Context: an optimization exercise on an open-source flow, tuned for small area, a short achievable clock period and few clock cycles per item. The choices shown serve that exercise and are no tape-out recipe.
At most, simulation tests tie the RTL to the original design; equivalence was not proved.
Power is estimated from default activity; no workload was simulated.

==> flow/design.v (excerpt) <==
module canfc_tx (
    input  wire        clk,
    input  wire        rst,           
    input  wire        in_valid,
    output reg         in_ready,
    input  wire        in_mode,       
    input  wire [28:0] in_id,
    input  wire        in_ext,
    input  wire        in_rtr,
    input  wire [3:0]  in_len,
    input  wire [63:0] in_data,       
    input  wire        in_ts_valid,
    input  wire [31:0] in_ts,
    output reg         out_valid,
    input  wire        out_ready,
    output reg  [7:0]  out_byte
);
For scale: ~810 cells after synthesis, roughly 150 I/O pins, ~8600 sq um of cells after synthesis.
Settings: LEC_CHECK=0, CAP_MARGIN=20, CORE_MARGIN=2, CORE_UTILIZATION=40, SLEW_MARGIN=20; clock period 40.0 ns.
standard.sh (not shown) runs the stock make flow with config.mk's settings and CLKGATE_MAP_FILE= SYNTH_SCRIPT=/design/flow/synth_recipe.tcl, a recipe that flattens the netlist after the stock synthesis.
==> flow/flow/run.sh <==
#!/bin/bash
# Layout flow: the standard ORFS flow (standard.sh) with two changes.
#  1. Synthesis is synth_recipe.tcl unchanged except that Yosys's abc pass
#     runs flow/abc_area.script (an area-oriented mapping) in place of
#     ORFS's abc_speed.script. Registers are mapped before abc, so they are
#     the standard synthesis's registers.
#  2. Each input port gets a buf_1 and each output port a buf_4, in place of
#     the delay buffers the default port buffering picks.
set -euo pipefail
HERE=$(pwd)
ABC_SCRIPT="$HERE/flow/abc_area.script"
{
  head -n 1 synth_recipe.tcl
  echo "proc abc {args} { set i [lsearch -exact \$args -script]; if {\$i >= 0} { lset args [expr {\$i + 1}] $ABC_SCRIPT }; yosys abc {*}\$args }"
  tail -n +2 synth_recipe.tcl
} > my_synth.tcl
sed "s#SYNTH_SCRIPT=[^ ]*#SYNTH_SCRIPT=$HERE/my_synth.tcl#" standard.sh > my_standard.sh
grep -q "SYNTH_SCRIPT=$HERE/my_synth.tcl" my_standard.sh
export BUFFER_PORTS_ARGS="-inputs -buffer_cell sky130_fd_sc_hd__buf_1"
export CTS_ARGS="-sink_clustering_enable -repair_clock_nets -dont_use_dummy_load -buf_list sky130_fd_sc_hd__clkbuf_8"
export PRE_RESIZE_TCL="$HERE/flow/pre_resize.tcl"
bash my_standard.sh > "$HERE/standard.log" 2>&1
==> flow/flow/abc_area.script <==
strash
&get -n
&fraig -x
&put
scorr
dc2
strash
&get -n
&dch -f
&nf -R 1000
&put
==> flow/flow/pre_resize.tcl <==
# Buffer the output ports (the inputs were buffered before global placement).
buffer_ports -outputs -buffer_cell sky130_fd_sc_hd__buf_4
Testbench counts at the start, summed over its fixed seeds: cycles 25,213, frames 1,200.
Then changed:
--- a/flow/design.v
+++ b/flow/design.v
@@ -24,22 +24,38 @@
                      S_IDSP  = 4'd6,    
                      S_LEN   = 4'd7,    
                      S_SP    = 4'd8,    
                      S_R1    = 4'd9,
                      S_T     = 4'd10,
                      S_R2    = 4'd11,
                      S_HI    = 4'd12,   
                      S_LO    = 4'd13;   
     localparam integer K  = 3;                  
     localparam integer NS = (32 + K - 1) / K;   
     localparam [3:0]   CDONE = NS + 1;
+    function [3:0] inc4(input [3:0] v);
+        begin
+            inc4[0] = ~v[0];
+            inc4[1] = v[1] ^ v[0];
+            inc4[2] = v[2] ^ (v[1] & v[0]);
+            inc4[3] = v[3] ^ (v[2] & v[1] & v[0]);
+        end
+    endfunction
+    function [3:0] dec4(input [3:0] v);
+        begin
+            dec4[0] = ~v[0];
+            dec4[1] = v[1] ^ ~v[0];
+            dec4[2] = v[2] ^ ~(v[1] | v[0]);
+            dec4[3] = v[3] ^ ~(v[2] | v[1] | v[0]);
+        end
+    endfunction
     reg        m, ext, rtr;
     reg [3:0]  len;
     reg [28:0] id;
     reg [63:0] data;
     reg        ffree;       
     always @(posedge clk) begin
         if (ffree) begin
             m    <= in_mode;
             ext  <= in_ext;
             rtr  <= in_rtr;
             len  <= in_len;
@@ -86,23 +102,23 @@
         end
     end
     wire cstep = !bcd_hold && cs != 4'd0 && cs != CDONE;
     always @(posedge clk) begin
         if (cs == 4'd0 || cstep)
             sr <= slice;
         if (cstep)
             bcd <= dd[38:0];
         if (rst || !in_valid || take)
             cs <= 4'd0;
         else if (cs == 4'd0 || cstep)
-            cs <= cs + 4'd1;
+            cs <= inc4(cs);
     end
     reg [3:0] ntop;
     integer k;
     always @(*) begin
         ntop = 4'd0;
         for (k = 1; k < 10; k = k + 1)
             if (bcd[4*k +: 3] != 3'd0 || (k < 9 && bcd[4*k + 3]))
                 ntop = k;
     end
     wire [3:0] nid = ext ? 4'd7 : 4'd2;      
     reg [3:0] bq, dig;
@@ -175,52 +191,52 @@
     reg [3:0] ns, ni;
     reg       last;         
     always @(*) begin
         ns = st; ni = idx; last = 1'b0;
         case (st)
             S_TAG: begin
                 ns = S_ID;
                 ni = nid;
             end
             S_TSD: begin
                 if (idx == 4'd0) ns = S_COLON;
-                else             ni = idx - 4'd1;
+                else             ni = dec4(idx);
             end
             S_COLON: ns = S_TSSP;
             S_TSSP: begin
                 ns = S_ID;
                 ni = nid;
             end
             S_ID: begin
                 if (idx == 4'd0) ns = m ? S_IDSP : S_LEN;
-                else             ni = idx - 4'd1;
+                else             ni = dec4(idx);
             end
             S_IDSP: ns = S_LEN;
             S_LEN: begin
                 ni = 4'd0;
                 if (!m) last = rtr || len == 4'd0;
                 else    last = !rtr && len == 4'd0;
                 ns = last ? S_IDLE : (!m ? S_HI : S_SP);
             end
             S_SP: ns = rtr ? S_R1 : S_HI;
             S_R1: ns = S_T;
             S_T:  ns = S_R2;
             S_R2: begin
                 ns = S_IDLE; last = 1'b1;
             end
             S_HI: ns = S_LO;
             S_LO: begin
-                if (idx + 4'd1 == len) begin
+                if (inc4(idx) == len) begin
                     ns = S_IDLE; last = 1'b1;
                 end else begin
-                    ni = idx + 4'd1;
+                    ni = inc4(idx);
                     ns = m ? S_SP : S_HI;
                 end
             end
             default: ns = S_IDLE;
         endcase
     end
     wire busy = (st != S_IDLE);
     wire kill = busy && !wf;           
     wire gen  = adv && !dpend && busy;
     always @(posedge clk) begin
         if (rst) begin
Sequential power barely changes; wire length rose by a few percent; critical path depth fell by 3; first-iteration DRC count rose by a quarter to a third; clock-buffer cell count is unchanged; register-to-register slack improves by 0.15 ns; cell area hardly moves; worst setup slack degrades by 0.050 ns; via count rose slightly.
For the second run of this note, only the layout was checked, not whether the RTL still works.

========
trial 54:
Another version of the RTL of canfc_tx (not shown whole).
Size: about 820 cells after synthesis, about 170 flip-flops.
Settings: LEC_CHECK=0, CAP_MARGIN=20, CORE_MARGIN=2, CORE_UTILIZATION=40, SLEW_MARGIN=20; clock period 40.0 ns.
==> flow/flow/run.sh <==
#!/bin/bash
# Layout flow: the standard ORFS flow (standard.sh) with two changes.
#  1. Synthesis is synth_recipe.tcl unchanged except that Yosys's abc pass
#     runs flow/abc_area.script (an area-oriented mapping) in place of
#     ORFS's abc_speed.script. Registers are mapped before abc, so they are
#     the standard synthesis's registers. ADDER_MAP_FILE is left empty, so
#     adders are not mapped to the platform's half/full adder cells but left
#     to abc like the rest of the logic.
#  2. Each input port gets a buf_1 and each output port a buf_4, in place of
#     the delay buffers the default port buffering picks.
set -euo pipefail
HERE=$(pwd)
ABC_SCRIPT="$HERE/flow/abc_area.script"
{
  head -n 1 synth_recipe.tcl
  echo "proc abc {args} { set i [lsearch -exact \$args -script]; if {\$i >= 0} { lset args [expr {\$i + 1}] $ABC_SCRIPT }; yosys abc {*}\$args }"
  tail -n +2 synth_recipe.tcl
} > my_synth.tcl
sed "s#SYNTH_SCRIPT=[^ ]*#SYNTH_SCRIPT=$HERE/my_synth.tcl ADDER_MAP_FILE=#" standard.sh > my_standard.sh
grep -q "SYNTH_SCRIPT=$HERE/my_synth.tcl" my_standard.sh
export BUFFER_PORTS_ARGS="-inputs -buffer_cell sky130_fd_sc_hd__buf_1"
export CTS_ARGS="-sink_clustering_enable -repair_clock_nets -dont_use_dummy_load -buf_list sky130_fd_sc_hd__clkbuf_8"
export PRE_RESIZE_TCL="$HERE/flow/pre_resize.tcl"
bash my_standard.sh > "$HERE/standard.log" 2>&1
Scripts as last shown in full above: flow/flow/abc_area.script, flow/flow/pre_resize.tcl
Testbench counts of trial 54, summed over its fixed seeds: cycles 25,116, frames 1,200.
The following lists how build 77 was set up differently from trial 54:
diff --git a/flow/design.v b/flow/design.v
--- a/flow/design.v
+++ b/flow/design.v
@@ -65,16 +65,15 @@
     end
     wire wf = (len <= 4'd8) && (ext || id[28:11] == 18'd0);
     reg [3:0]  st;          
     reg [3:0]  idx;
     reg        dpend;       
     reg        dm;          
     reg        bcd_hold;    
-    reg  cok;
-    wire take = in_valid && ffree && cok;    
+    wire take = in_valid && in_ready;    
     wire adv  = !out_valid || out_ready;
     reg [38:0] bcd;         
     reg [3:0]  cs;
     reg [K-1:0] sr;         
     reg  [K-1:0] slice;     
     integer s;
     always @(*) begin
@@ -296,15 +295,13 @@
     end
     wire busy_n = take || (busy && !(gen && (kill || last)));
     wire conv_n = (cs == CDONE) || (cs == NS && !bcd_hold);
     always @(posedge clk) begin
         if (rst) begin
             in_ready <= 1'b0;
             ffree    <= 1'b1;
-            cok      <= 1'b0;
         end else begin
             in_ready <= in_valid && !busy_n && (!(in_mode && in_ts_valid) || conv_n);
             ffree    <= !busy_n;
-            cok      <= in_valid && (!(in_mode && in_ts_valid) || conv_n);
         end
     end
 endmodule
### Flow results
Peak supply drop grows by more than 10% when moving from trial 54 to build 77.
Per the final summary, build 77 finished and its layout is clean on timing, DRC and antenna.
Sort build 77 and trial 54 by aggregate routed wire length desc -> top: trial 54
Build 77 vs trial 54: met2 routing resource usage after global routing down
The global-route usage of build 77 is lower than that of trial 54.
Final critical delay including setup and external delays sits higher in build 77 than in trial 54.
On share of the clock period used by the worst path after layout: between build 77 and trial 54, it ends up lower for trial 54.
Multi-input combinational cell area (lower): trial 54
Diff trial 54 -> build 77 | flip-flop and latch count | decrease of 1
Per the comparison of build 77 with trial 54, die area was more or less identical, maximum frequency decreased by 1.2% relative to the old numbers.
Only the layout flow was run in build 77; the RTL was not checked for function there.

-- what the ideal ports hide --
Ports are ideal in the flow. The routed layouts listed here were re-timed in OpenROAD.
Step 1: set_driving_cell puts a clkbuf_16 on clk and a buf_2 on each other input, an assumption about the parent block.
Step 2 also shifts input and output timing later by t, the mid clock arrival at the registers, as if the neighbouring blocks saw the same clock.
a / b / c = no drivers / after step 1 / after step 2; a / b = the first two.
run | shift t [ns] | slack for setup (ns) | worst hold slack (ns) | worst setup path after step 2 | latest minus earliest clock arrival (ns)
the first run of note 1 | 0.490 | 30.972 / 30.956 / 30.496 | 0.539 / 0.539 / 0.539 | input to register | 0.050 / 0.050
the second run of note 1 | 0.485 | 30.922 / 30.876 / 30.391 | 0.550 / 0.550 / 0.550 | input to register | 0.056 / 0.056
trial 54 | 0.484 | 31.014 / 30.971 / 30.732 | 0.530 / 0.530 / 0.530 | input to register | 0.044 / 0.044
build 77 | 0.490 | 30.902 / 30.861 / 30.666 | 0.556 / 0.556 / 0.556 | input to register | 0.043 / 0.043
After both steps every run listed still meets setup and hold. The setup slack of the second run of note 1, which loses most, moves by -0.046 ns with the drivers and by -0.531 ns with both steps.
